From an optimization exercise on the open Yosys and OpenROAD flow, aimed at small area, a short achievable clock period and few clock cycles; shortcuts taken in it are not production practice. RTL that was checked went through simulation tests only; none was proved equivalent to the original. For runs 3 to 5, only the layout was checked, not whether the RTL still works. Power is estimated from default activity; no workload was simulated.

==> flow/design.v <==
module spsl_core (
    input  wire        clk,
    input  wire        rst,           
    input  wire        req_we,        
    input  wire [31:0] req_wdata,
    output wire [31:0] rsp,
    output wire        busy,
    output reg         done,
    output reg         ovr,
    output wire        mem_en,
    output wire        mem_we,
    output reg  [15:0] mem_addr,
    output reg  [7:0]  mem_wdata,
    input  wire        mem_ready,
    input  wire [7:0]  mem_rdata,
    output wire        tmr_arm,
    input  wire        tmr_exp,
    output wire        adc_on,
    output wire        conv_start,
    input  wire        conv_done,
    input  wire [15:0] conv_data,
    output reg  [2:0]  adc_sel,
    output wire [3:0]  amp_en,
    output wire        fe_pwr
);
    localparam [1:0] RC_OK = 2'd0, RC_ILLEGAL = 2'd1,
                     RC_BAD_OPERAND = 2'd2, RC_BAD_RANGE = 2'd3;
    localparam [3:0] S_IDLE  = 4'b0000,
                     S_RESP  = 4'b0001,     
                     S_CRCH  = 4'b0010,     
                     S_CRCL  = 4'b0011,     
                     S_CRCS  = 4'b0100,     
                     S_CRCR  = 4'b0101,     
                     S_FETCH = 4'b0110,
                     S_LABEL = 4'b0111,
                     S_WARM  = 4'b1000,     
                     S_TRIG  = 4'b1001,     
                     S_SAMP  = 4'b1011,     
                     S_DIV   = 4'b1100;
    reg  [3:0]  state;
    reg  [1:0]  rcode;       
    reg  [1:0]  rsp_code;
    reg  [15:0] rsp_val;
    reg  [31:0] acc;         
    reg  [15:0] cnt;         
    reg  [1:0]  fbyte;       
    reg         disp;        
    reg  [4:0]  fetch_n;     
    reg  [7:0]  slot_d0 [0:5];
    reg  [7:0]  slot_d1 [0:5];
    reg  [5:0]  slot_f;      
    reg  [5:0]  slot_l2;     
    integer i;
    wire st_crcw = (state[3:1] == 3'b001);
    wire st_mem  = !state[3] && (state[2] || state[1]);
    wire st_acq  = (state[3:2] == 2'b10);
    assign rsp      = {6'd0, rsp_code, 8'h00, rsp_val};
    assign busy     = (state != S_IDLE);
    assign mem_en   = st_mem;
    assign mem_we   = !state[3] && state[1];
    assign tmr_arm  = (state == S_WARM);
    assign adc_on   = st_acq && state[0];
    assign fe_pwr   = st_acq && disp;
    assign amp_en   = adc_on ? (4'd1 << (adc_sel[1:0] - 2'd1)) : 4'd0;
    wire        last     = (cnt == {14'd0, state == S_CRCS, 1'b1});
    wire [15:0] cnt_dec  = cnt - 16'd1;
    wire [15:0] addr_inc = mem_addr + 16'd1;
    wire [7:0]  w_opc = req_wdata[31:24];
    wire [7:0]  w_a   = req_wdata[23:16];
    wire [15:0] w_b   = req_wdata[15:0];
    wire        accept = req_we && !busy;
    wire op_send   = (w_opc == 8'h01);
    wire op_recv   = (w_opc == 8'h02);
    wire op_crc    = op_send || op_recv;
    wire op_disp   = (w_opc == 8'h10);
    wire op_fetch  = (w_opc == 8'h20);
    wire op_rreset = (w_opc == 8'h21);
    wire op_rwrite = (w_opc == 8'h22);
    wire op_label  = (w_opc == 8'h30);
    wire op_tcount = (w_opc == 8'h31);
    wire op_ttype  = (w_opc == 8'h32);
    wire op_tdur   = (w_opc == 8'h33);
    wire op_shutok = (w_opc == 8'h34);
    wire op_readch = (w_opc == 8'h40);
    wire op_known  = op_crc || op_disp || op_fetch || op_rreset || op_rwrite ||
                     op_label || op_tcount || op_ttype || op_tdur || op_shutok ||
                     op_readch;
    wire a_zero  = (w_a == 8'd0);
    wire b_zero  = (w_b == 16'd0);
    wire bh_zero = (w_b[15:8] == 8'd0);
    wire ab_zero = a_zero && b_zero;
    wire a_chan  = (w_a >= 8'd1) && (w_a <= 8'd4);
    wire a_ge3   = (w_a >= 8'd3);
    wire n_nz    = (fetch_n != 5'd0);
    wire rw_bad  = (w_a[7:4] == 4'd1 && w_b[7:0] != 8'd0) || w_a[3:0] > 4'd5 ||
                   w_a[7:4] == 4'd0 || w_a[7:4] > 4'd2;
    wire       b_top     = &w_b[15:8];
    wire [8:0] crc_s     = {1'b0, w_b[7:0]} + {1'b0, w_a};
    wire [8:0] fetch_s   = {1'b0, w_b[7:0]} + {4'd0, fetch_n};
    wire       crc_oor   = b_top && crc_s[8] && (crc_s[7:0] != 8'd0);
    wire       fetch_oor = b_top && fetch_s[8] && (fetch_s[7:0] != 8'd0);
    wire       label_oor = b_top && (&w_b[7:4]) && (w_b[3:0] != 4'd0);
    wire crc_use   = op_crc && a_ge3;
    wire fetch_use = op_fetch && a_zero && n_nz;
    wire acq_go    = (op_disp && bh_zero && a_chan) ||
                     (op_readch && a_chan && !b_zero);
    wire crc_go    = crc_use && !crc_oor;
    wire fetch_go  = fetch_use && !fetch_oor;
    wire label_go  = op_label && !label_oor;
    wire rc_range  = (crc_use && crc_oor) || (fetch_use && fetch_oor) ||
                     (op_label && label_oor);
    wire rc_oper   = (op_disp && !bh_zero) || (op_fetch && !a_zero) ||
                     ((op_rreset || op_tcount || op_shutok) && !ab_zero) ||
                     (op_rwrite && rw_bad) || ((op_ttype || op_tdur) && !b_zero) ||
                     (op_readch && !(a_chan && !b_zero));
    wire rc_ill    = !op_known;
    wire        use_b  = crc_use || fetch_use || op_label ||
                         (op_readch && a_chan && !b_zero);
    wire        rw_ok  = op_rwrite && !rw_bad;
    wire        diag   = op_disp && bh_zero && a_zero;
    wire [15:0] val_pre =
        (use_b || rw_ok) ? w_b :
        diag ? 16'hA55A :
        rc_ill ? {8'd0, w_opc} :
        rc_oper ? 16'd0 :
        op_tcount ? 16'd4 :
        op_shutok ? 16'd1 :
        op_ttype ? (a_chan ? 16'h0001 : 16'hFFFF) : 16'd0;
    wire [3:0] state_acc =
        crc_go   ? (op_send ? S_CRCS : S_CRCR) :
        fetch_go ? S_FETCH :
        label_go ? S_LABEL :
        acq_go   ? S_WARM : S_RESP;
    reg [15:0] crc_next;
    integer k;
    always @* begin
        crc_next = acc[15:0] ^ {mem_rdata, 8'h00};
        for (k = 0; k < 8; k = k + 1)
            crc_next = crc_next[15] ? ({crc_next[14:0], 1'b0} ^ 16'h1021)
                                    : {crc_next[14:0], 1'b0};
    end
    reg [2:0] cur;
    always @* begin
        cur = 3'd0;
        for (i = 5; i >= 0; i = i - 1)
            if (slot_f[i]) cur = i[2:0];
    end
    wire cur_l2   = slot_l2[cur];
    wire rec_last = fbyte[1] && (fbyte[0] || !cur_l2);    
    wire only_cur = (slot_f == (6'd1 << cur));
    reg [2:0] cur2;
    always @* begin
        cur2 = 3'd0;
        for (i = 5; i >= 0; i = i - 1)
            if (slot_f[i] && i[2:0] != cur) cur2 = i[2:0];
    end
    wire [7:0] fetch_nxt = rec_last       ? {5'd0, cur2} :
                           (fbyte == 2'd0) ? {6'd0, cur_l2, !cur_l2} :
                           (fbyte == 2'd1) ? slot_d0[cur] : slot_d1[cur];
    reg [127:0] lstr;
    always @* begin
        case (acc[2:0])
            3'd0:    lstr = "SPSL DIAGNOSTIC ";
            3'd1:    lstr = "LIGHT CHANNEL 1 ";
            3'd2:    lstr = "LIGHT CHANNEL 2 ";
            3'd3:    lstr = "LIGHT CHANNEL 3 ";
            3'd4:    lstr = "LIGHT CHANNEL 4 ";
            default: lstr = "CANNOT COMPUTE!!";
        endcase
    end
    wire [3:0] lidx       = cnt[3:0] - 4'd2;
    wire [7:0] label_byte = lstr[8*lidx +: 8];
    wire [7:0] label_b0   = a_zero ? "S" : (w_a <= 8'd4) ? "L" : "C";
    wire        st_div    = (state == S_DIV);
    wire [31:0] add_b     = st_div ? {1'b1, ~mem_addr, 15'h7FFF}
                                   : {16'd0, conv_data};
    wire [31:0] sum       = acc + add_b + {31'd0, st_div};
    wire        samp_done = (state == S_SAMP) && conv_done;
    reg more;
    assign conv_start = (state == S_TRIG) || (more && conv_done);
    wire        dv_ge  = !sum[31];
    wire [31:0] dv_nxt = dv_ge ? {sum[30:15], acc[14:0], 1'b1}
                               : {acc[30:0], 1'b0};
    wire       resp    = (state == S_RESP);
    wire       wr_disp = samp_done && last && disp;
    wire       wr_resp = resp && fbyte[0];
    wire [2:0] s_idx   = resp ? cnt[2:0] : adc_sel;
    wire [7:0] s_wd0   = resp ? mem_addr[15:8] : sum[18:11];
    wire [7:0] s_wd1   = resp ? mem_addr[7:0] : sum[10:3];
    wire       s_wl2   = !resp || cnt[3];
    wire       s_wr    = wr_disp || wr_resp;
    wire [5:0] s_we    = s_wr ? (6'd1 << s_idx) : 6'd0;
    wire [4:0] n_wr = fetch_n + {4'd0, s_wl2} +
                      (slot_f[s_idx] ? (slot_l2[s_idx] ? 5'd31 : 5'd0) : 5'd3);
    wire       n_clr = (resp && fbyte[1]) ||
                       (state == S_FETCH && mem_ready && rec_last && only_cur);
    wire st_crcrd = (state[3:1] == 3'b010);                
    wire st_samp  = (state == S_SAMP);
    wire rdy_mem  = st_mem && mem_ready;
    wire post_resp  = resp;
    wire post_crcr  = (state == S_CRCR) && mem_ready && last;
    wire post_crcl  = (state == S_CRCL) && mem_ready;
    wire post_fetch = (state == S_FETCH) && mem_ready && rec_last && only_cur;
    wire post_label = (state == S_LABEL) && mem_ready && last;
    wire post_disp  = samp_done && last && disp;
    wire post_div   = st_div && last;
    wire post       = post_resp || post_crcr || post_crcl || post_fetch ||
                      post_label || post_disp || post_div;
    wire [15:0] post_val =
        ({16{post_resp}}  & (fbyte[0] ? 16'd0 : mem_addr)) |
        ({16{post_crcr}}  & {15'd0, crc_next == 16'd0}) |
        ({16{post_crcl || post_disp}} & 16'd1) |
        ({16{post_fetch}} & {11'd0, fetch_n}) |
        ({16{post_label}} & 16'd16) |
        ({16{post_div}}   & dv_nxt[15:0]);
    wire [15:0] cnt_acc = op_crc    ? {8'd0, w_a} :
                          op_label  ? 16'd16 :
                          op_readch ? w_b :
                          op_disp   ? 16'd8 :
                          {12'd0, w_a[5], w_a[2:0]};
    wire [31:0] acc_acc = op_crc   ? 32'h0000FFFF :
                          op_label ? {29'd0, (w_a > 8'd4) ? 3'd5 : w_a[2:0]} : 32'd0;
    wire        acc_en  = accept || (st_crcrd && mem_ready) || samp_done || st_div;
    wire [31:0] acc_d   = ({32{accept}}   & acc_acc) |
                          ({32{st_crcrd}} & {acc[31:16], crc_next}) |
                          ({32{st_samp}}  & sum) |
                          ({32{st_div}}   & dv_nxt);
    wire        cnt_en  = accept || (st_crcrd && mem_ready) ||
                          ((state == S_LABEL) && mem_ready) || samp_done || st_div;
    wire [15:0] cnt_d   = accept ? cnt_acc :
                          (st_samp && last) ? 16'd16 : cnt_dec;
    wire        addr_en = accept || rdy_mem;
    wire [15:0] addr_d  = accept ? val_pre : addr_inc;
    wire        wd_en   = accept || rdy_mem;
    wire [7:0]  wd_d    = ({8{accept}} & (op_fetch ? {5'd0, cur} : label_b0)) |
                          ({8{st_crcrd}} & crc_next[15:8]) |
                          ({8{state == S_CRCH}} & acc[7:0]) |
                          ({8{state == S_FETCH}} & fetch_nxt) |
                          ({8{state == S_LABEL}} & label_byte);
    always @(posedge clk) begin
        if (acc_en)  acc       <= acc_d;
        if (cnt_en)  cnt       <= cnt_d;
        if (addr_en) mem_addr  <= addr_d;
        if (wd_en)   mem_wdata <= wd_d;
    end
    always @(posedge clk) begin
        if (rst) begin
            state    <= S_IDLE;
            rsp_code <= RC_OK;
            rsp_val  <= 16'd0;
            done     <= 1'b0;
            ovr      <= 1'b0;
            adc_sel  <= 3'd0;
            slot_f   <= 6'd0;
            fetch_n  <= 5'd0;
            more     <= 1'b0;
        end else begin
            if (req_we && busy)
                ovr <= 1'b1;
            if (post) begin
                rsp_code <= post_resp ? rcode : RC_OK;
                rsp_val  <= post_val;
                done     <= 1'b1;
                state    <= S_IDLE;
            end
            if (accept) begin
                done  <= 1'b0;
                state <= state_acc;
                rcode <= {rc_oper || rc_range, rc_ill || rc_range};
                fbyte <= {op_rreset && ab_zero, rw_ok || diag};
                disp  <= op_disp;
                if (acq_go)
                    adc_sel <= w_a[2:0];
            end
            case (state)
            S_RESP:
                if (fbyte[1])
                    slot_f <= 6'd0;      
            S_CRCS:
                if (mem_ready && last)
                    state <= S_CRCH;
            S_CRCH:
                if (mem_ready)
                    state <= S_CRCL;
            S_FETCH:
                if (mem_ready) begin
                    fbyte <= fbyte + 2'd1;
                    if (rec_last) begin
                        slot_f[cur] <= 1'b0;
                        fbyte       <= 2'd0;
                    end
                end
            S_WARM:
                if (tmr_exp)
                    state <= S_TRIG;
            S_TRIG: begin
                state <= S_SAMP;
                more  <= !last;
            end
            S_SAMP:
                if (conv_done) begin
                    more <= !last && (cnt != 16'd2);
                    if (last && !disp)
                        state <= S_DIV;
                end
            default: ;
            endcase
            for (i = 0; i < 6; i = i + 1)
                if (s_we[i]) begin
                    slot_f[i]  <= 1'b1;
                    slot_l2[i] <= s_wl2;
                end
            if (s_wr)
                fetch_n <= n_wr;
            else if (n_clr)
                fetch_n <= 5'd0;
        end
        for (i = 0; i < 6; i = i + 1)
            if (s_we[i]) begin
                slot_d0[i] <= s_wd0;
                slot_d1[i] <= s_wd1;
            end
    end
endmodule
==> flow/flow/run.sh <==
#!/bin/bash
# The standard layout (the standard.sh: ORFS synthesis to finish, unchanged),
# except that the port buffers ORFS inserts before global placement are
# sky130_fd_sc_hd__buf_1 cells instead of the default clkdlybuf4s50_1, and
# repair_timing aims for 5.25 ns of setup slack at the design's period.
set -euo pipefail
export BUFFER_PORTS_ARGS="-buffer_cell sky130_fd_sc_hd__buf_1"
export SETUP_SLACK_MARGIN=5.25
bash standard.sh > standard.log 2>&1
==> flow/standard.sh <==
#!/bin/bash
# synth_recipe.tcl (not shown) runs the flow's synth.tcl, then flattens the netlist and writes it again
# the make line also repeats each setting of config.mk as NAME=value (left out here)
make -C /OpenROAD-flow-scripts/flow DESIGN_CONFIG=/design/flow/config.mk WORK_HOME=/design/flow/orfs CLKGATE_MAP_FILE= SYNTH_SCRIPT=/design/flow/synth_recipe.tcl "${@:-finish}"
==> flow/config.mk <==
export PLATFORM = sky130hd
export DESIGN_NAME = spsl_core
export DESIGN_NICKNAME = spsl_core
export VERILOG_FILES = /design/flow/design.v
export SDC_FILE = /design/flow/constraint.sdc
export NUM_CORES = 4
export LEC_CHECK = 0
export CAP_MARGIN = 20
export CORE_MARGIN = 2
export CORE_UTILIZATION = 40
export SLEW_MARGIN = 20
==> flow/constraint.sdc <==
create_clock -name core_clock -period 10.0 [get_ports {clk}]
set_input_delay 2.0000 -clock core_clock [delete_from_list [all_inputs] [get_ports {clk}]]
set_output_delay 2.0000 -clock core_clock [all_outputs]
set_load 0.01 [all_outputs]
==> impl_metrics.tcl, run 1 <==
set metrics [dict create \
    endpoint_kind "register" \
    first_global_vias 12692 \
    synthCells 1610 \
    post-route-min-period_ns 4.64 \
    port-buffer-count 119 \
    finalNetCount 1820 \
    clock_path_buffers 3 \
    worst_slew_pin_slew_ns 1.16 \
    final.setup.tns_ns 0 \
    status "no timing/DRC/antenna violations" \
    arrival_ns 4.93 \
    fin_crit_sh 0.464 \
    antenna_cells 0 \
    avgSynthCellArea_um2 9.28 \
    wl_um 51000 \
    fp.dieH_um 197 \
    crit_fanout 41 \
    gr-total-overflow 0 \
    vias 13513 \
    drt-pass1-iter-count 5 \
    grt_usage 0.256 \
    grt_pass1_wl_um 76900 \
    slew_viol_final 0 \
    ys_warn_count 3 \
    netlist_area_um2 14900 \
    ctsHoldBuffers 0 \
    die_w_um 197 \
    vias_per_cell 6.21 \
    cts_tree "built" \
    leakagePower_nw 5.98 \
    critPathRequiredTime_ns 10.29 \
    synthFlopType "edfxtp_1" \
    wire_per_inst_um 23.4 \
    synth_edf_count 179 \
    ant_nets 0 \
    gp_congestion 0.925 \
    fmax_ghz 0.216 \
    rsz0062_at_grt "yes" \
    nFillCells 3572 \
    clock_latency_ns 0.54 \
    dr.first_iter.drc_count 1405 \
    die_area_um2 38900 \
    cts_root_buf "clkbuf_16" \
    drcViolationCount 0 \
    start_util 0.407 \
    ys_seq_elements 218 \
    powerDensity_nw_per_um2 156 \
    start_kind "register" \
    areaGrowthSynthToFinish_pct 11.7 \
    dp_hpwl_um 37100 \
    antenna_found_initial 0 \
    synthArstFlopShare 0 \
    cts-htree-levels 1 \
    synth.distinct_cells 88 \
    rows 70 \
    max-cap-violations 0 \
    final_area_um2 16700 \
    slew_headroom 0.219 \
    critPathKind "register to register" \
    clkSlewWorstSetupHoldPaths_ns 0.06 \
    ys_seq_area_frac 0.412 \
    cts_made_buffers 26 \
    clock-sinks 218 \
    hold_class "register to register" \
    setup_violations 0 \
    drive_gt1_frac 0.0732 \
    peakVddDrop_v 0.000150 \
    post-place-cells 2126 \
    total_power_mw 2.60 \
    core_area_um2 36700 \
    pin_count 134 \
    stdcell_count 2175 \
    grt_max_degree 46 \
    finalHoldViolations 0 \
    placed_area_um2 15700 \
    skew_ns 0.0202 \
]
## synth_stat cells, drive strengths merged, types with 21 or more instances
cell / number / area [um2]
nand2: 177 / 667
buf: 34 / 214
inv: 58 / 218
a21oi: 120 / 601
mux2i: 32 / 320
clkbuf: 66 / 248
o211ai: 22 / 165
xnor2: 49 / 429
nor3: 30 / 150
nand3: 31 / 155
xor2: 41 / 378
edfxtp: 179 / 5380
ha: 64 / 801
dfxtp: 39 / 781
nor2: 149 / 581
nand2b: 33 / 206
o221ai: 22 / 193
a22oi: 39 / 293
a221oi: 21 / 201
o21ai: 101 / 509
a31oi: 26 / 163
## where the power goes
| part | total [mW] | leakage, nW | switching (mW) | internal [mW] |
|---|---|---|---|---|
| combinational | 0.528 | 3.58 | 0.349 | 0.179 |
| clock | 0.927 | 0.404 | 0.383 | 0.544 |
| sequential | 1.15 | 2.00 | 0.0783 | 1.07 |
## layout by cell type, fill, tap and decap left out, drive strengths merged, types with 40 or more instances in the layout
cell type    n
a21oi      120
buf        131
clkbuf      40
edfxtp     179
ha          64
inv         58
nand2      177
nor2       149
o21ai      101
xnor2       49
xor2        41
## metrics by stage
| step | setup slack (ns) | hold slack [ns] | utilization |
|---|---|---|---|
| 2_1_floorplan | 5.11 | 0.460 | - |
| 3_3_place_gp | 4.57 | 0.448 | 0.428 |
| 3_5_place_dp | 4.47 | 0.461 | 0.428 |
| 4_1_cts | 5.26 | 0.474 | 0.452 |
| 5_1_grt | 5.23 | 0.513 | 0.455 |
| 6_report | 5.36 | 0.470 | 0.455 |
## routing by layer
layer  share of wire  vias to the layer above  track usage
li1                -                     6214            -
met3           0.079                      107       0.0338
met5               0                        -            0
met1            0.43                     6549        0.352
met2            0.46                      643        0.412
met4           0.035                        0       0.0961
## layout make-up
cell class | count | area (um2) | area share
Clock buffer | 34 | 701 | 0.0420
Clock inverter | 13 | 128 | 0.00765
Inverter | 61 | 238 | 0.0142
Multi-Input combinational cell | 1244 | 8280 | 0.496
Sequential cell | 218 | 6160 | 0.369
Tap cell | 468 | 586 | 0.0351
Timing Repair Buffer | 137 | 597 | 0.0358
## critical path, stage by stage, from the launching register on
cell,delay [ns]
dfxtp_1,0.64
and3_1,0.26
buf_4,0.31
clkinv_2,0.22
buf_8,0.24
nand2b_1,0.10
ha_1,0.27
o211ai_1,0.21
a21o_1,0.14
a31oi_2,0.17
nor4_1,0.60
o41ai_2,0.15
a41oi_1,0.34
xor2_1,0.38
o221ai_2,0.13
a31o_1,0.19
## flip-flops by register name, indices dropped and copies added (netlist names), 6 cells and up
| name | cells |
|---|---|
| mem_wdata | 8 |
| slot_l2 | 6 |
| mem_addr | 16 |
| acc | 32 |
| slot_f | 6 |
| slot_d0 | 48 |
| cnt | 16 |
| rsp_val | 16 |
| slot_d1 | 48 |
## path summary, 6_finish.rpt
kind         cells past startpoint  slack, ns                end           startpoint
max                             15       5.36  acc[25]$_DFFE_PP_  state[3]$_SDFF_PP0_
min                              2       0.47   ovr$_SDFFE_PP0P_     ovr$_SDFFE_PP0P_
max reg2reg                     15       5.36  acc[25]$_DFFE_PP_  state[3]$_SDFF_PP0_
min reg2reg                      2       0.47   ovr$_SDFFE_PP0P_     ovr$_SDFFE_PP0P_
## logic make-up after synthesis
kind of cell / count (synthesis) / share of synthesized area
simple gates: 530 / 0.169
compound gates: 498 / 0.226
flops: 218 / 0.412
buf+inv: 161 / 0.0463
xor+xnor: 90 / 0.0540
fa+ha+maj: 70 / 0.0617
mux: 42 / 0.0305
other cells: 1 / 0.000251
## repair_timing
action	4_1_cts	5_1_grt
buffers inserted	2	0
endpoints found under the setup margin	55	88
gates resized for setup	5	31
cloned	0	0
pin swaps	1	3
Testbench counts, summed over its fixed seeds: cycles 26,948.
==> inputs of run 2 (changes only) <==
==> flow/flow/run.sh (replaced) <==
#!/bin/bash
# The standard layout (the standard.sh: ORFS synthesis to finish, unchanged),
# except that the port buffers ORFS inserts before global placement are
# sky130_fd_sc_hd__buf_1 cells instead of the default clkdlybuf4s50_1, and
# repair_timing aims for 5.6 ns of setup slack at the design's period.
set -euo pipefail
export BUFFER_PORTS_ARGS="-buffer_cell sky130_fd_sc_hd__buf_1"
export SETUP_SLACK_MARGIN=5.6
bash standard.sh > standard.log 2>&1
--- a/flow/config.mk
+++ b/flow/config.mk
@@ -8,4 +8,4 @@
 export CAP_MARGIN = 20
 export CORE_MARGIN = 2
-export CORE_UTILIZATION = 40
+export CORE_UTILIZATION = 60
 export SLEW_MARGIN = 20
==> impl_metrics.tcl, run 2 <==
set metrics [dict create \
    finalNetCount 1844 \
    reg2reg_slack_ns 5.71 \
    clock_latency_ns 0.54 \
    reg2regPathDepth 17 \
    cp_slowest_cell "fa_2" \
    die_w_um 162 \
    slew_viol_final 0 \
    setup_violations 0 \
    fin_crit_sh 0.449 \
    drt-pass1-iter-count 8 \
    die_area_um2 26200 \
    clock-sinks 218 \
    start_util 0.612 \
    fp.dieH_um 162 \
    powerDensity_nw_per_um2 147 \
    drive_gt1_frac 0.115 \
    cts_made_buffers 24 \
    synthCells 1610 \
    max-cap-violations 0 \
    hold_class "register to register" \
    slew_headroom 0.253 \
    pin_count 134 \
    top_regs "slot_d0 (48), slot_d1 (48), acc (32)" \
    skew_ns 0.0266 \
    crit_fanout 3 \
    grt_usage 0.357 \
    cts_tree "built" \
    drcViolationCount 0 \
    wl_um 48400 \
    grt_max_degree 46 \
    endpoint_kind "register" \
    critPathRequiredTime_ns 10.25 \
    synth.most_common_cell "edfxtp_1" \
    synth_top_area_frac 0.360 \
    netlist_area_um2 14900 \
    ys_seq_elements 218 \
    ys_seq_area_frac 0.412 \
    ant_nets 0 \
    vias_per_cell 6.79 \
    antenna_cells 0 \
    port-buffer-count 119 \
    worstHoldStart "rsp_val[4]$_SDFFE_PP0P_" \
    ff_latch_area_um2 6160 \
    clkSlewWorstSetupHoldPaths_ns 0.06 \
    final.setup.tns_ns 0 \
    synthTopCellsByCount "179 x edfxtp_1, 176 x nand2_1, 146 x nor2_1" \
    fmax_ghz 0.223 \
    nFillCells 2001 \
    core_area_um2 24400 \
    critPathKind "primary input to register" \
    wire_per_inst_um 23.6 \
    worst_slew_pin_slew_ns 1.11 \
    r2r_start "state[1]$_SDFF_PP0_" \
    synthArstFlopShare 0 \
    avgSynthCellArea_um2 9.28 \
    leakagePower_nw 6.10 \
    rsz0062_at_grt "yes" \
    areaGrowthSynthToFinish_pct 13.5 \
    cts-htree-levels 1 \
    max_stage_delay_ns 0.35 \
    critPathMostFrequentCell "fa_2" \
    finalHoldViolations 0 \
    synth.distinct_cells 88 \
    antenna_found_initial 0 \
    first_global_vias 12922 \
    critPathCapture "acc[30]$_DFFE_PP_" \
    vias 13918 \
    status "no timing/DRC/antenna violations" \
    crit_cells 15 \
    post-route-min-period_ns 4.49 \
    crit_chain "buf_6, nor2_4, fa_2, inv_2, fa_2, a21o_1, a221o_1, nand4_1, buf_4, a21oi_4, o311ai_4, a21oi_2, a31oi_1, xor2_1, o221ai_1" \
    dp_hpwl_um 34500 \
    synthFlopType "edfxtp_1" \
    ys_warn_count 3 \
    multiInputGateArea_um2 8590 \
    path_buf_inv 3 \
    r2r-end "acc[24]$_DFFE_PP_" \
    hold_ws_ns 0.482 \
    crit_start "conv_data[0]" \
    synth_edf_count 179 \
    critical_path.top_delay_family "compound AO/OA/AOI/OAI gates" \
    grt_pass1_wl_um 72900 \
    gr-total-overflow 0 \
    arrival_ns 4.74 \
    final_common_cell "edfxtp_1" \
    cts_root_buf "clkbuf_16" \
    synth_area_leaders "edfxtp_1 36%, ha_1 5.4%, dfxtp_1 5.2%" \
    start_kind "primary input" \
    gp_congestion 0.968 \
    synth_top_cell_by_area "edfxtp_1" \
    rows 57 \
    final_cell_mix "179 x edfxtp_1, 173 x nand2_1, 140 x nor2_1, 113 x a21oi_1, 107 x buf_1" \
    dr.first_iter.drc_count 1718 \
    peakVddDrop_v 0.000134 \
    utilization 0.695 \
    clock_path_buffers 3 \
]
[run 2: cell counts after synthesis]
Identical to the previous run, type by type.
[run 2: report_power, final]
part	switching, mW	internal (mW)	total, mW
Sequential	0.0729	1.07	1.14
Clock	0.349	0.454	0.803
Combinational	0.355	0.198	0.554
Total	0.777	1.72	2.50
[run 2: final cells by class]
type / instances / share of cell area
clock buffer: 33 / 0.0386
clock inverter: 6 / 0.00251
inverter: 61 / 0.0145
multi-input combinational: 1244 / 0.507
sequential: 218 / 0.364
tap: 324 / 0.0239
timing repair buffer: 163 / 0.0498
[run 2: per-layer routing]
metal | global-route usage | up-vias | part of all wire
met5 | 0 | - | 0
met4 | 0.139 | 0 | 0.040
met3 | 0.0669 | 160 | 0.11
met2 | 0.593 | 848 | 0.47
met1 | 0.466 | 6667 | 0.38
li1 | - | 6243 | -
[run 2: worst min-delay path by stage]
stage | end | slack (ns) | depth (start not counted)
after global routing | rsp_val[4]$_SDFFE_PP0P_ | 0.52 | 2
after detailed placement | ovr$_SDFFE_PP0P_ | 0.47 | 2
after CTS | ovr$_SDFFE_PP0P_ | 0.49 | 2
final | rsp_val[4]$_SDFFE_PP0P_ | 0.48 | 2
after floorplan | more$_SDFFE_PP0P_ | 0.46 | 2
after global placement | ovr$_SDFFE_PP0P_ | 0.46 | 2
[run 2: repair_timing]
action	CTS	global route
hold endpoints to repair	0	0
hold buffers	0	0
setup buffers	12	14
setup endpoints to repair	84	134
gates resized for setup	40	59
pin swaps	17	19
[run 2: tightest hold or removal path: cells and delay by family (launching register included)]
family,cells,cell delay (ns)
buffers and inverters,1,0.05
DFF,1,0.31
AOI/OAI and AO/OA,1,0.07
[run 2: through the flow]
step           instances  total power, mW  instance area [um2]  setup slack, ns
2_1_floorplan       1623             1.49                15100             5.14
3_3_place_gp        1984             1.65                15700             4.62
3_5_place_dp        1984             1.66                15700             4.51
4_1_cts             2035             2.47                16600             5.57
5_1_grt             2049             2.58                16900             5.39
6_report            2049             2.50                16900             5.51
[run 2: kinds of logic (layout without fill, tap and decap cells)]
| group | count (synthesis) | after routing | synth area share |
|---|---|---|---|
| buffers and inverters | 161 | 263 | 0.0463 |
| xor gates and xnor gates | 90 | 90 | 0.0540 |
| AOI/OAI and AO/OA | 498 | 498 | 0.226 |
| other | 1 | 14 | 0.000251 |
| muxes | 42 | 42 | 0.0305 |
| DFF | 218 | 218 | 0.412 |
| adders and majority gates | 70 | 70 | 0.0617 |
| and+or+nand+nor | 530 | 530 | 0.169 |
==> inputs of run 3 (changes only) <==
--- a/flow/design.v
+++ b/flow/design.v
@@ -120,6 +120,6 @@
     wire        diag   = op_disp && bh_zero && a_zero;
     wire [15:0] val_pre =
-        (use_b || rw_ok) ? w_b :
-        diag ? 16'hA55A :
+        use_b ? w_b :
+        acq_go ? 16'd1 :
         rc_ill ? {8'd0, w_opc} :
         rc_oper ? 16'd0 :
@@ -183,11 +183,9 @@
                                : {acc[30:0], 1'b0};
     wire       resp    = (state == S_RESP);
-    wire       wr_disp = samp_done && last && disp;
-    wire       wr_resp = resp && fbyte[0];
-    wire [2:0] s_idx   = resp ? cnt[2:0] : adc_sel;
-    wire [7:0] s_wd0   = resp ? mem_addr[15:8] : sum[18:11];
-    wire [7:0] s_wd1   = resp ? mem_addr[7:0] : sum[10:3];
-    wire       s_wl2   = !resp || cnt[3];
-    wire       s_wr    = wr_disp || wr_resp;
+    wire       s_wr    = resp && fbyte[0];
+    wire [2:0] s_idx   = cnt[2:0];
+    wire [7:0] s_wd0   = acc[18:11];
+    wire [7:0] s_wd1   = acc[10:3];
+    wire       s_wl2   = cnt[3];
     wire [5:0] s_we    = s_wr ? (6'd1 << s_idx) : 6'd0;
     wire [4:0] n_wr = fetch_n + {4'd0, s_wl2} +
@@ -203,12 +201,11 @@
     wire post_fetch = (state == S_FETCH) && mem_ready && rec_last && only_cur;
     wire post_label = (state == S_LABEL) && mem_ready && last;
-    wire post_disp  = samp_done && last && disp;
     wire post_div   = st_div && last;
     wire post       = post_resp || post_crcr || post_crcl || post_fetch ||
-                      post_label || post_disp || post_div;
+                      post_label || post_div;
     wire [15:0] post_val =
-        ({16{post_resp}}  & (fbyte[0] ? 16'd0 : mem_addr)) |
+        ({16{post_resp}}  & mem_addr) |
         ({16{post_crcr}}  & {15'd0, crc_next == 16'd0}) |
-        ({16{post_crcl || post_disp}} & 16'd1) |
+        ({16{post_crcl}}  & 16'd1) |
         ({16{post_fetch}} & {11'd0, fetch_n}) |
         ({16{post_label}} & 16'd16) |
@@ -220,5 +217,7 @@
                           {12'd0, w_a[5], w_a[2:0]};
     wire [31:0] acc_acc = op_crc   ? 32'h0000FFFF :
-                          op_label ? {29'd0, (w_a > 8'd4) ? 3'd5 : w_a[2:0]} : 32'd0;
+                          op_label ? {29'd0, (w_a > 8'd4) ? 3'd5 : w_a[2:0]} :
+                          diag     ? {13'd0, 16'hA55A, 3'd0} :
+                          op_rwrite ? {13'd0, w_b, 3'd0} : 32'd0;
     wire        acc_en  = accept || (st_crcrd && mem_ready) || samp_done || st_div;
     wire [31:0] acc_d   = ({32{accept}}   & acc_acc) |
@@ -229,5 +228,6 @@
                           ((state == S_LABEL) && mem_ready) || samp_done || st_div;
     wire [15:0] cnt_d   = accept ? cnt_acc :
-                          (st_samp && last) ? 16'd16 : cnt_dec;
+                          (st_samp && last) ? (disp ? {12'd0, 1'b1, adc_sel} : 16'd16) :
+                          cnt_dec;
     wire        addr_en = accept || rdy_mem;
     wire [15:0] addr_d  = accept ? val_pre : addr_inc;
@@ -301,5 +301,8 @@
                 if (conv_done) begin
                     more <= !last && (cnt != 16'd2);
-                    if (last && !disp)
+                    if (last && disp) begin
+                        fbyte <= 2'b01;
+                        state <= S_RESP;
+                    end else if (last)
                         state <= S_DIV;
                 end
==> flow/flow/run.sh (replaced) <==
#!/bin/bash
# The standard layout (the standard.sh: ORFS synthesis to finish, unchanged),
# except that the port buffers ORFS inserts before global placement are
# sky130_fd_sc_hd__buf_1 cells instead of the default clkdlybuf4s50_1.
set -euo pipefail
export BUFFER_PORTS_ARGS="-buffer_cell sky130_fd_sc_hd__buf_1"
bash standard.sh > standard.log 2>&1
--- a/flow/config.mk
+++ b/flow/config.mk
@@ -8,4 +8,5 @@
 export CAP_MARGIN = 20
 export CORE_MARGIN = 2
-export CORE_UTILIZATION = 60
+export CORE_UTILIZATION = 40
+export SETUP_SLACK_MARGIN = 5
 export SLEW_MARGIN = 20
==> impl_metrics.tcl, run 3 <==
set metrics [dict create \
    avgSynthCellArea_um2 9.36 \
    crit_fanout 11 \
    synthArstFlopShare 0 \
    cts_root_buf "clkbuf_16" \
    worst_slew_pin_slew_ns 1.12 \
    dp_hpwl_um 36400 \
    start_kind "primary input" \
    reg2regPathDepth 16 \
    synth.distinct_cells 93 \
    power_frac_comb 0.179 \
    arrival_ns 5.09 \
    slew_headroom 0.247 \
    max_stage_delay_ns 0.56 \
    synth.most_common_cell "edfxtp_1" \
    first_global_vias 12602 \
    skew_ns 0.0117 \
    die_w_um 197 \
    gr-total-overflow 0 \
    nFillCells 3591 \
    whs_path_depth 2 \
    cp_slowest_cell "nor4_1" \
    cts_made_buffers 26 \
    slew_viol_final 0 \
    reg2reg_slack_ns 5.25 \
    clkSlewWorstSetupHoldPaths_ns 0.06 \
    netlist_area_um2 14900 \
    fin_crit_sh 0.478 \
    final_cell_mix "179 x edfxtp_1, 160 x nand2_1, 141 x nor2_1, 120 x a21oi_1, 118 x buf_1" \
    max-cap-violations 0 \
    synth_top_cell_by_area "edfxtp_1" \
    clock_latency_ns 0.55 \
    start_util 0.407 \
    drt-pass1-iter-count 8 \
    powerDensity_nw_per_um2 152 \
    worstHoldEndpoint "done$_SDFFE_PP0P_" \
    peakVddDrop_v 0.000128 \
    seq_power_share 0.435 \
    gp_congestion 0.951 \
    path_buf_inv 1 \
    grt_usage 0.257 \
    status "no timing/DRC/antenna violations" \
    synthTopCellsByCount "179 x edfxtp_1, 160 x nand2_1, 143 x nor2_1" \
    wire_per_inst_um 23.4 \
    ys_warn_count 3 \
    drcViolationCount 0 \
    ant_nets 0 \
    clock_path_buffers 3 \
    final.setup.tns_ns 0 \
    clock-sinks 218 \
    ys_seq_area_frac 0.414 \
    antenna_found_initial 1 \
    swShare 0.302 \
    vias 13489 \
    port-buffer-count 119 \
    placed_area_um2 15700 \
    r2r_start "state[1]$_SDFF_PP0_" \
    synth_area_leaders "edfxtp_1 36%, ha_1 5.6%, dfxtp_1 5.2%" \
    r2r-end "acc[29]$_DFFE_PP_" \
    areaGrowthSynthToFinish_pct 11.8 \
    hold_class "register to register" \
    cts-htree-levels 1 \
    wl_um 50800 \
    cts_tree "built" \
    synth_top_area_frac 0.361 \
    final_common_cell "edfxtp_1" \
    finalHoldViolations 0 \
    critPathRequiredTime_ns 10.30 \
    post-route-min-period_ns 4.78 \
    fp.dieH_um 197 \
    finalNetCount 1815 \
    pin_count 134 \
    clkPwrFrac 0.385 \
    p_switching_uw 763 \
    setup_violations 0 \
    grt_max_degree 46 \
    crit_chain "buf_1, or3_1, nor4_1, nand2_1, a211o_1, nand4_1, nor3_1, and2_1, a311o_1" \
    drive_gt1_frac 0.0618 \
    core_area_um2 36600 \
    ys_seq_elements 218 \
    vias_per_cell 6.22 \
    dr.first_iter.drc_count 1621 \
    rows 70 \
    synthCells 1591 \
    fmax_ghz 0.209 \
    synthFlopType "edfxtp_1" \
    die_area_um2 38800 \
    grt_pass1_wl_um 76800 \
    endpoint_kind "register" \
    leakagePower_nw 6.08 \
    synth_edf_count 179 \
    worstHoldStart "done$_SDFFE_PP0P_" \
    p_int_mw 1.77 \
    top_regs "slot_d0 (48), slot_d1 (48), acc (32)" \
    rsz0062_at_grt "no" \
    critical_path.top_delay_family "simple AND/OR/NAND/NOR gates" \
    critPathKind "primary input to register" \
    final_area_um2 16600 \
]
run 3: repair_timing:
item	in CTS	in global routing
pin swaps	2	0
endpoints found under the hold margin	0	0
cloned	1	0
buffers inserted	0	4
endpoints found under the setup margin	19	19
hold buffers	0	0
resized for setup	5	6
run 3: kinds of logic after synthesis:
logic type / Yosys count / synth area share
other: 1 / 0.000252
buffers and inverters: 156 / 0.0458
multiplexers: 36 / 0.0260
adder cells (fa/ha/maj): 73 / 0.0644
flip-flops: 218 / 0.414
XOR/XNOR: 92 / 0.0546
AND/OR/NAND/NOR: 525 / 0.169
AO/OA/AOI/OAI: 490 / 0.226
run 3: worst max path at each step:
stage | startpoint | to | slack [ns] | depth (start not counted)
finish | req_wdata[23] | mem_addr[8]$_DFFE_PP_ | 5.22 | 9
floorplan | conv_data[1] | acc[16]$_DFFE_PP_ | 5.08 | 12
detailed placement | conv_data[7] | acc[29]$_DFFE_PP_ | 4.45 | 12
global route | state[1]$_SDFF_PP0_ | acc[24]$_DFFE_PP_ | 4.99 | 16
CTS | state[0]$_SDFF_PP0_ | acc[29]$_DFFE_PP_ | 5.01 | 15
global placement | conv_data[10] | acc[29]$_DFFE_PP_ | 4.57 | 12
run 3: worst min-delay path, delay by kind of cell (launching register included):
family	cells	cell delay (ns)
flip-flops	1	0.32
AO/OA/AOI/OAI	1	0.05
buffers and inverters	1	0.05
run 3: power groups by stage:
stage               registers, mW  logic (mW)  clock network, mW
floorplan                    1.09       0.312                  0
global placement             1.12       0.437                  0
detailed placement           1.12       0.441                  0
CTS                          1.10       0.446              0.985
global route                 1.10       0.494               1.02
finish                       1.10       0.453              0.975
run 3: cell type report:
class	count	area (um2)	area share
well taps	468	586	0.0352
multi-input cells	1231	8170	0.491
clock inverters	16	173	0.0104
clock buffers	32	694	0.0417
flip-flops and latches	218	6160	0.370
repair buffers	143	632	0.0380
inverters	60	229	0.0138
diodes	1	2.50	0.000150
run 3: per-layer routing:
layer	share of wire	GRT usage	vias up
met1	0.42	0.350	6455
met5	0	0	-
li1	-	-	6216
met3	0.085	0.0358	122
met2	0.46	0.415	696
met4	0.039	0.0966	0
run 3: per-stage QoR:
step	util	std cells	hold slack [ns]	setup WS, ns	total power [mW]
final	0.455	2169	0.468	5.22	2.53
after global routing	0.454	2168	0.490	4.99	2.62
after CTS	0.453	2164	0.473	5.01	2.53
after detailed placement	0.428	2115	0.464	4.45	1.56
after global placement	0.428	2115	0.446	4.57	1.55
after floorplan	-	1604	0.457	5.08	1.40
==> inputs of run 4 (changes only) <==
--- a/flow/design.v
+++ b/flow/design.v
@@ -120,6 +120,6 @@
     wire        diag   = op_disp && bh_zero && a_zero;
     wire [15:0] val_pre =
-        use_b ? w_b :
-        acq_go ? 16'd1 :
+        (use_b || rw_ok) ? w_b :
+        diag ? 16'hA55A :
         rc_ill ? {8'd0, w_opc} :
         rc_oper ? 16'd0 :
@@ -141,21 +141,7 @@
     end
     reg [2:0] cur;
-    always @* begin
-        cur = 3'd0;
-        for (i = 5; i >= 0; i = i - 1)
-            if (slot_f[i]) cur = i[2:0];
-    end
     wire cur_l2   = slot_l2[cur];
     wire rec_last = fbyte[1] && (fbyte[0] || !cur_l2);    
     wire only_cur = (slot_f == (6'd1 << cur));
-    reg [2:0] cur2;
-    always @* begin
-        cur2 = 3'd0;
-        for (i = 5; i >= 0; i = i - 1)
-            if (slot_f[i] && i[2:0] != cur) cur2 = i[2:0];
-    end
-    wire [7:0] fetch_nxt = rec_last       ? {5'd0, cur2} :
-                           (fbyte == 2'd0) ? {6'd0, cur_l2, !cur_l2} :
-                           (fbyte == 2'd1) ? slot_d0[cur] : slot_d1[cur];
     reg [127:0] lstr;
     always @* begin
@@ -169,7 +155,5 @@
         endcase
     end
-    wire [3:0] lidx       = cnt[3:0] - 4'd2;
-    wire [7:0] label_byte = lstr[8*lidx +: 8];
-    wire [7:0] label_b0   = a_zero ? "S" : (w_a <= 8'd4) ? "L" : "C";
+    wire [7:0] label_byte = lstr[8*cnt_dec[3:0] +: 8];
     wire        st_div    = (state == S_DIV);
     wire [31:0] add_b     = st_div ? {1'b1, ~mem_addr, 15'h7FFF}
@@ -183,9 +167,11 @@
                                : {acc[30:0], 1'b0};
     wire       resp    = (state == S_RESP);
-    wire       s_wr    = resp && fbyte[0];
-    wire [2:0] s_idx   = cnt[2:0];
-    wire [7:0] s_wd0   = acc[18:11];
-    wire [7:0] s_wd1   = acc[10:3];
-    wire       s_wl2   = cnt[3];
+    wire       wr_disp = samp_done && last && disp;
+    wire       wr_resp = resp && fbyte[0];
+    wire [2:0] s_idx   = resp ? cnt[2:0] : adc_sel;
+    wire [7:0] s_wd0   = resp ? mem_addr[15:8] : sum[18:11];
+    wire [7:0] s_wd1   = resp ? mem_addr[7:0] : sum[10:3];
+    wire       s_wl2   = !resp || cnt[3];
+    wire       s_wr    = wr_disp || wr_resp;
     wire [5:0] s_we    = s_wr ? (6'd1 << s_idx) : 6'd0;
     wire [4:0] n_wr = fetch_n + {4'd0, s_wl2} +
@@ -201,11 +187,12 @@
     wire post_fetch = (state == S_FETCH) && mem_ready && rec_last && only_cur;
     wire post_label = (state == S_LABEL) && mem_ready && last;
+    wire post_disp  = samp_done && last && disp;
     wire post_div   = st_div && last;
     wire post       = post_resp || post_crcr || post_crcl || post_fetch ||
-                      post_label || post_div;
+                      post_label || post_disp || post_div;
     wire [15:0] post_val =
-        ({16{post_resp}}  & mem_addr) |
+        ({16{post_resp}}  & (fbyte[0] ? 16'd0 : mem_addr)) |
         ({16{post_crcr}}  & {15'd0, crc_next == 16'd0}) |
-        ({16{post_crcl}}  & 16'd1) |
+        ({16{post_crcl || post_disp}} & 16'd1) |
         ({16{post_fetch}} & {11'd0, fetch_n}) |
         ({16{post_label}} & 16'd16) |
@@ -217,7 +204,5 @@
                           {12'd0, w_a[5], w_a[2:0]};
     wire [31:0] acc_acc = op_crc   ? 32'h0000FFFF :
-                          op_label ? {29'd0, (w_a > 8'd4) ? 3'd5 : w_a[2:0]} :
-                          diag     ? {13'd0, 16'hA55A, 3'd0} :
-                          op_rwrite ? {13'd0, w_b, 3'd0} : 32'd0;
+                          op_label ? {29'd0, (w_a > 8'd4) ? 3'd5 : w_a[2:0]} : 32'd0;
     wire        acc_en  = accept || (st_crcrd && mem_ready) || samp_done || st_div;
     wire [31:0] acc_d   = ({32{accept}}   & acc_acc) |
@@ -228,19 +213,39 @@
                           ((state == S_LABEL) && mem_ready) || samp_done || st_div;
     wire [15:0] cnt_d   = accept ? cnt_acc :
-                          (st_samp && last) ? (disp ? {12'd0, 1'b1, adc_sel} : 16'd16) :
-                          cnt_dec;
+                          (st_samp && last) ? 16'd16 : cnt_dec;
     wire        addr_en = accept || rdy_mem;
     wire [15:0] addr_d  = accept ? val_pre : addr_inc;
-    wire        wd_en   = accept || rdy_mem;
-    wire [7:0]  wd_d    = ({8{accept}} & (op_fetch ? {5'd0, cur} : label_b0)) |
-                          ({8{st_crcrd}} & crc_next[15:8]) |
-                          ({8{state == S_CRCH}} & acc[7:0]) |
-                          ({8{state == S_FETCH}} & fetch_nxt) |
-                          ({8{state == S_LABEL}} & label_byte);
+    always @* begin
+        case (state)
+            S_LABEL: mem_wdata = label_byte;
+            S_FETCH:
+                case (fbyte)
+                    2'd0:    mem_wdata = {5'd0, cur};
+                    2'd1:    mem_wdata = {6'd0, cur_l2, !cur_l2};
+                    2'd2:    mem_wdata = slot_d0[cur];
+                    default: mem_wdata = slot_d1[cur];
+                endcase
+            S_CRCH:  mem_wdata = acc[15:8];
+            default: mem_wdata = acc[7:0];
+        endcase
+    end
+    wire [5:0] f_clr  = (state == S_FETCH && mem_ready && rec_last) ?
+                        (6'd1 << cur) : 6'd0;
+    wire [5:0] f_next = rst ? 6'd0 :
+                        (((resp && fbyte[1]) ? 6'd0 : slot_f) & ~f_clr) | s_we;
+    reg  [2:0] cur_next;
+    always @* begin
+        cur_next = 3'd0;
+        for (i = 5; i >= 0; i = i - 1)
+            if (f_next[i]) cur_next = i[2:0];
+    end
+    always @(posedge clk) begin
+        slot_f <= f_next;
+        cur    <= cur_next;
+    end
     always @(posedge clk) begin
         if (acc_en)  acc       <= acc_d;
         if (cnt_en)  cnt       <= cnt_d;
         if (addr_en) mem_addr  <= addr_d;
-        if (wd_en)   mem_wdata <= wd_d;
     end
     always @(posedge clk) begin
@@ -252,5 +257,4 @@
             ovr      <= 1'b0;
             adc_sel  <= 3'd0;
-            slot_f   <= 6'd0;
             fetch_n  <= 5'd0;
             more     <= 1'b0;
@@ -274,7 +278,4 @@
             end
             case (state)
-            S_RESP:
-                if (fbyte[1])
-                    slot_f <= 6'd0;      
             S_CRCS:
                 if (mem_ready && last)
@@ -287,6 +288,5 @@
                     fbyte <= fbyte + 2'd1;
                     if (rec_last) begin
-                        slot_f[cur] <= 1'b0;
-                        fbyte       <= 2'd0;
+                        fbyte <= 2'd0;    
                     end
                 end
@@ -301,8 +301,5 @@
                 if (conv_done) begin
                     more <= !last && (cnt != 16'd2);
-                    if (last && disp) begin
-                        fbyte <= 2'b01;
-                        state <= S_RESP;
-                    end else if (last)
+                    if (last && !disp)
                         state <= S_DIV;
                 end
@@ -310,8 +307,6 @@
             endcase
             for (i = 0; i < 6; i = i + 1)
-                if (s_we[i]) begin
-                    slot_f[i]  <= 1'b1;
+                if (s_we[i])
                     slot_l2[i] <= s_wl2;
-                end
             if (s_wr)
                 fetch_n <= n_wr;
==> flow/flow/run.sh (replaced) <==
#!/bin/bash
# The standard layout (the standard.sh: ORFS synthesis to finish, unchanged),
# except that the port buffers ORFS inserts before global placement are
# sky130_fd_sc_hd__buf_1 cells instead of the default clkdlybuf4s50_1, and
# repair_timing aims for 5.5 ns of setup slack at the design's period.
set -euo pipefail
export BUFFER_PORTS_ARGS="-buffer_cell sky130_fd_sc_hd__buf_1"
export SETUP_SLACK_MARGIN=5.5
bash standard.sh > standard.log 2>&1
--- a/flow/config.mk
+++ b/flow/config.mk
@@ -9,4 +9,3 @@
 export CORE_MARGIN = 2
 export CORE_UTILIZATION = 40
-export SETUP_SLACK_MARGIN = 5
 export SLEW_MARGIN = 20
==> impl_metrics.tcl, run 4 <==
set metrics [dict create \
    final.setup.tns_ns 0 \
    die_w_um 196 \
    core_area_um2 36500 \
    cts-htree-levels 1 \
    max_stage_delay_ns 0.46 \
    wl_um 53200 \
    fin_crit_sh 0.499 \
    critical_path.top_delay_family "compound AO/OA/AOI/OAI gates" \
    synthMuxAreaShare 0.0387 \
    synth_area_leaders "edfxtp_1 35%, dfxtp_1 5.7%, ha_1 4.5%" \
    crit_fanout 6 \
    synth.distinct_cells 97 \
    slew_viol_final 0 \
    fmax_ghz 0.200 \
    gp_congestion 0.929 \
    wire_per_inst_um 23.7 \
    final_area_um2 17900 \
    powerDensity_nw_per_um2 150 \
    rsz0062_at_grt "yes" \
    antenna_cells 0 \
    nFillCells 3335 \
    drcViolationCount 0 \
    gr-total-overflow 0 \
    synthSimpleGateAreaFrac 0.176 \
    synth_xor_xnor_area_share 0.0550 \
    ctsHoldBuffers 0 \
    synth_top_area_frac 0.347 \
    worst_slew_pin_slew_ns 1.12 \
    synth_top_cell_by_area "edfxtp_1" \
    hold_ws_ns 0.464 \
    critPathRequiredTime_ns 8.00 \
    arrival_ns 2.99 \
    synthTopCellsByCount "171 x edfxtp_1, 143 x nor2_1, 131 x nand2_1" \
    crit_chain "buf_4, inv_2, ha_4, buf_4, buf_6, xor2_4, nor3_2, a21oi_4, o22ai_2, o21ai_1, a21oi_1, a221oi_2, nand2_1, buf_2" \
    synth_edf_count 171 \
    synth.most_common_cell "edfxtp_1" \
    dr.first_iter.drc_count 1884 \
    ant_nets 0 \
    clock_latency_ns 0.55 \
    max-cap-violations 0 \
    critPathMostFrequentCell "buf_4" \
    reg2reg_slack_ns 5.76 \
    status "no timing/DRC/antenna violations" \
    critPathKind "register to primary output" \
    leakagePower_nw 6.32 \
    clock-sinks 213 \
    final_cell_mix "171 x edfxtp_1, 134 x nor2_1, 128 x nand2_1, 106 x buf_1, 104 x o21ai_0" \
    path_buf_inv 5 \
    first_global_vias 13207 \
    antenna_found_initial 0 \
    netlist_area_um2 14800 \
    top_regs "slot_d0 (48), slot_d1 (48), acc (32)" \
    slew_headroom 0.246 \
    synthCells 1595 \
    setup_violations 0 \
    start_kind "register" \
    cts_tree "built" \
    drive_gt1_frac 0.168 \
    rows 70 \
    port-buffer-count 119 \
    areaGrowthSynthToFinish_pct 20.6 \
    pin_count 134 \
    dp_hpwl_um 35000 \
    grt_usage 0.264 \
    grt_max_degree 45 \
    clock_path_buffers 3 \
    synthFlopType "edfxtp_1" \
    die_area_um2 38600 \
    ys_seq_area_frac 0.403 \
    synthArstFlopShare 0 \
    synth_top_family_by_area "compound AO/OA/AOI/OAI gates" \
    avgSynthCellArea_um2 9.29 \
    vias 14035 \
    grt_pass1_wl_um 79200 \
    endpoint_kind "primary output" \
    fp.dieH_um 196 \
    cts_root_buf "clkbuf_16" \
    vias_per_cell 6.26 \
    cp_slowest_cell "edfxtp_1" \
    finalNetCount 1878 \
    synth_compound_area_frac 0.229 \
    skew_ns 0.0124 \
    synthAdderAreaFrac 0.0529 \
    ys_warn_count 3 \
    start_util 0.406 \
    final_common_cell "edfxtp_1" \
    finalHoldViolations 0 \
    post-route-min-period_ns 4.99 \
    cts_made_buffers 25 \
    ys_seq_elements 213 \
    peakVddDrop_v 0.000128 \
    hold_class "register to register" \
    drt-pass1-iter-count 12 \
    clkSlewWorstSetupHoldPaths_ns 0.06 \
    placed_area_um2 15600 \
]
## run 4: cell types whose count changed in the layout (fill, tap and decap cells not counted), moves of 15 or more
| cell | delta |
|---|---|
| buf_4 | +58 |
| inv_1 | -18 |
| nand2_1 | -32 |
| a21oi_1 | -20 |
| o21ai_1 | +15 |
| ha_1 | -19 |
## run 4: logic make-up after synthesis
family,after synthesis
AO/OA/AOI/OAI,503
adder cells (fa/ha/maj),59
buffers and inverters,157
AND/OR/NAND/NOR,518
flip-flops,213
XOR/XNOR,93
multiplexers,51
other,1
## run 4: repair_timing
| action | in CTS | in global routing |
|---|---|---|
| resized for setup | 116 | 70 |
| endpoints found under the setup margin | 139 | 75 |
| gates cloned | 12 | 1 |
| endpoints found under the hold margin | 0 | 0 |
| buffers inserted | 61 | 18 |
| pin swaps | 27 | 31 |
## run 4: metrics by stage
stage           util  std cells  power, mW  setup slack, ns
2_1_floorplan      -       1608       1.47             5.48
3_3_place_gp   0.427       2106       1.65             3.96
3_5_place_dp   0.427       2106       1.66             3.86
4_1_cts        0.477       2224       2.63             5.14
5_1_grt        0.489       2243       2.77             4.88
6_report       0.489       2243       2.69             5.01
## run 4: worst register-to-register path: stages, from the launching register on
cell and delay, ns:
dfxtp_4 0.43, nor2_4 0.23, and3_4 0.36, clkinvlp_4 0.22
buf_6 0.23, o21ai_0 0.24, ha_1 0.30, a21oi_1 0.10
o21ai_0 0.31, a311oi_1 0.08, o21bai_1 0.27, nand3_2 0.17
a211oi_4 0.43, nor3_4 0.09, buf_4 0.18, mux2i_1 0.14
o221ai_1 0.16
## run 4: worst paths after layout
check,to,start,cells past startpoint
setup reg to reg,acc[18]$_DFFE_PP_,state[0]$_SDFF_PP0_,16
hold / removal,rsp_val[3]$_SDFFE_PP0P_,rsp_val[3]$_SDFFE_PP0P_,2
setup / recovery,mem_wdata[0],cnt[1]$_DFFE_PP_,14
hold reg to reg,rsp_val[3]$_SDFFE_PP0P_,rsp_val[3]$_SDFFE_PP0P_,2
## run 4: routing by layer
| metal | GRT usage | part of all wire | vias up |
|---|---|---|---|
| met5 | 0 | 0 | - |
| met4 | 0.0875 | 0.039 | 0 |
| met3 | 0.0387 | 0.084 | 147 |
| met2 | 0.433 | 0.46 | 722 |
| met1 | 0.358 | 0.41 | 6799 |
| li1 | - | - | 6367 |
## run 4: layout make-up
| type | count | area [um2] | share of cell area |
|---|---|---|---|
| clock inverters | 12 | 93.8 | 0.00525 |
| multi-input cells | 1241 | 8760 | 0.490 |
| flip-flops and latches | 213 | 6000 | 0.336 |
| well taps | 468 | 586 | 0.0328 |
| repair inverters | 4 | 27.5 | 0.00154 |
| repair buffers | 226 | 1510 | 0.0846 |
| inverters | 46 | 193 | 0.0108 |
| clock buffers | 33 | 697 | 0.0390 |
## run 4: report_power, final
group          leakage, nW  switching [mW]  internal, mW
clock                0.392           0.380         0.516
sequential            1.94          0.0753          1.04
combinational         3.99           0.416         0.260
==> inputs of run 5 (changes only) <==
--- a/flow/config.mk
+++ b/flow/config.mk
@@ -8,4 +8,4 @@
 export CAP_MARGIN = 20
 export CORE_MARGIN = 2
-export CORE_UTILIZATION = 40
+export CORE_UTILIZATION = 60
 export SLEW_MARGIN = 20
==> impl_metrics.tcl, run 5 <==
set metrics [dict create \
    status "no timing/DRC/antenna violations" \
    critPathRequiredTime_ns 8.00 \
    cts_made_buffers 23 \
    met1_length_um 18900 \
    synthArstFlopShare 0 \
    drcViolationCount 0 \
    netlist_area_um2 14800 \
    wl_met3_um 5620 \
    dr.first_iter.drc_count 2220 \
    fin_crit_sh 0.498 \
    critPathKind "register to primary output" \
    worst_slew_pin_slew_ns 1.03 \
    ys_warn_count 3 \
    die_w_um 161 \
    cts_tree "built" \
    areaGrowthSynthToFinish_pct 18.4 \
    slew_viol_final 0 \
    clkSlewWorstSetupHoldPaths_ns 0.06 \
    grt_pass1_wl_um 76100 \
    gr-total-overflow 0 \
    fmax_ghz 0.201 \
    crit_fanout 3 \
    cts-htree-levels 1 \
    antenna_found_initial 0 \
    fp.dieH_um 161 \
    port-buffer-count 119 \
    p_switching_uw 837 \
    finalHoldViolations 0 \
    core_area_um2 24200 \
    synth_top_area_frac 0.347 \
    endpoint_kind "primary output" \
    die_area_um2 26000 \
    synthTopCellsByCount "171 x edfxtp_1, 143 x nor2_1, 131 x nand2_1" \
    wire_per_inst_um 24.1 \
    multiInputGateArea_um2 8760 \
    avgSynthCellArea_um2 9.29 \
    grt_max_degree 45 \
    max-cap-violations 0 \
    vias 14286 \
    final_cell_mix "171 x edfxtp_1, 134 x nor2_1, 127 x nand2_1, 105 x o21ai_0, 105 x buf_1" \
    total_power_mw 2.63 \
    start_kind "register" \
    p_int_mw 1.79 \
    setup_violations 0 \
    ctsHoldBuffers 0 \
    wl_um 50400 \
    pin_count 134 \
    slew_headroom 0.304 \
    synthCells 1595 \
    synth.most_common_cell "edfxtp_1" \
    final.setup.tns_ns 0 \
    synth_edf_count 171 \
    leakagePower_nw 6.26 \
    gp_congestion 0.953 \
    clock_path_buffers 3 \
    seq_power_share 0.424 \
    cts_root_buf "clkbuf_16" \
    drt-pass1-iter-count 9 \
    swShare 0.318 \
    skew_ns 0.0188 \
    first_global_vias 13224 \
    clock-sinks 213 \
    ys_seq_area_frac 0.403 \
    post-route-min-period_ns 4.98 \
    powerDensity_nw_per_um2 150 \
    arrival_ns 2.98 \
    top_regs "slot_d0 (48), slot_d1 (48), acc (32)" \
    ff_latch_area_um2 6000 \
    wl_met2_um 23600 \
    final_common_cell "edfxtp_1" \
    rows 57 \
    ant_nets 0 \
    start_util 0.611 \
    synth_top_cell_by_area "edfxtp_1" \
    finalNetCount 1869 \
    clock_latency_ns 0.53 \
    power_frac_comb 0.252 \
    grt_usage 0.374 \
    synth.distinct_cells 97 \
    rsz0062_at_grt "yes" \
    nFillCells 1824 \
    vias_per_cell 6.84 \
    hold_class "register to register" \
    dp_hpwl_um 32900 \
    synth_area_leaders "edfxtp_1 35%, dfxtp_1 5.7%, ha_1 4.5%" \
    synthFlopType "edfxtp_1" \
    antenna_cells 0 \
    ys_seq_elements 213 \
    top_layer "met4" \
    clkPwrFrac 0.325 \
    drive_gt1_frac 0.161 \
    peakVddDrop_v 0.000119 \
]
[run 5: critical path, stage by stage, from the launching register on]
cell and delay (ns):
edfxtp_1 0.44, buf_6 0.16, nor3_4 0.21, buf_6 0.15
xnor2_4 0.15, nor2_2 0.09, a2111oi_4 0.38, a211oi_2 0.07
a222oi_1 0.54, nand2_1 0.13, buf_2 0.16
[run 5: path summary, 6_finish.rpt]
path	from	end	slack, ns	cells past startpoint
setup / recovery	cnt[1]$_DFFE_PP_	mem_wdata[1]	5.02	10
hold / removal	rsp_val[3]$_SDFFE_PP0P_	rsp_val[3]$_SDFFE_PP0P_	0.46	2
hold reg to reg	rsp_val[3]$_SDFFE_PP0P_	rsp_val[3]$_SDFFE_PP0P_	0.46	2
setup reg to reg	state[2]$_SDFF_PP0_	fetch_n[4]$_SDFFE_PP0P_	5.71	15
[run 5: per-stage QoR]
step           instance area (um2)  std cells   util  setup WS, ns  hold slack, ns
2_1_floorplan                14900       1608      -          5.48           0.472
5_1_grt                      17500       2088  0.723          4.87           0.484
3_3_place_gp                 15400       1962  0.635          4.25           0.441
3_5_place_dp                 15400       1962  0.635          4.16           0.447
4_1_cts                      17000       2062  0.703          5.22           0.455
6_report                     17500       2088  0.723          5.02           0.455
[run 5: power by group through the flow]
stage,combinational (mW),sequential [mW],clock [mW]
after detailed placement,0.510,1.13,0
after floorplan,0.375,1.10,0
after global routing,0.708,1.12,0.886
after CTS,0.595,1.11,0.849
final,0.662,1.11,0.854
after global placement,0.503,1.13,0
[run 5: per-layer routing]
layer	GRT usage	vias up
li1	-	6350
met1	0.502	6781
met2	0.623	970
met3	0.0629	185
met4	0.120	0
met5	0	-
[run 5: logic make-up after synthesis]
logic type                 Yosys count  synth area share
buffers and inverters              157            0.0447
adders and majority gates           59            0.0529
DFF                                213             0.403
xor gates and xnor gates            93            0.0550
and+or+nand+nor                    518             0.176
other                                1          0.000253
muxes                               51            0.0387
AOI/OAI and AO/OA                  503             0.229
[run 5: area by class of cell]
type,instances,area share
clock inverters,15,0.00871
inverters,46,0.0110
clock buffers,26,0.0335
well taps,324,0.0231
repair buffers,221,0.0808
repair inverters,3,0.00128
multi-input cells,1240,0.500
flip-flops and latches,213,0.342
[run 5: what timing repair did]
action | in CTS | in global routing
buffers inserted | 51 | 25
cloned | 8 | 1
pin swaps | 23 | 32
setup endpoints to repair | 130 | 95
gates resized for setup | 106 | 72

[static timing again, ports no longer ideal]
Ports are ideal in the flow. The routed layouts listed here were re-timed in OpenROAD. Step 1 sets driving cells, clkbuf_16 on the clock port and buf_2 on the other inputs (assumed; they add their load-dependent delay and slew). Step 2 also shifts input and output timing later by t, the mid clock arrival at the registers, as if the neighbouring blocks saw the same clock. Three values: ideal ports, drivers, drivers and shift; two values: the first two.
run | t, ns | setup WS [ns] | worst setup path at the end | worst register clock-pin slew, ns | worst data-port slew with drivers (ns)
run 1 | 0.588 | 5.364 / 5.364 / 4.848 | input to register | 0.06 / 0.06 | 0.06
run 2 | 0.577 | 5.506 / 5.522 / 4.945 | input to register | 0.06 / 0.06 | 0.05
run 3 | 0.601 | 5.216 / 5.234 / 4.643 | input to register | 0.07 / 0.07 | 0.10
run 4 | 0.595 | 5.006 / 4.956 / 5.032 | input to register | 0.06 / 0.06 | 0.07
run 5 | 0.567 | 5.017 / 4.966 / 5.084 | input to register | 0.07 / 0.07 | 0.05
After both steps every run listed still meets setup and hold. For run 3, which loses most, drivers alone change the setup slack by +0.018 ns; drivers and shift together by -0.573 ns.
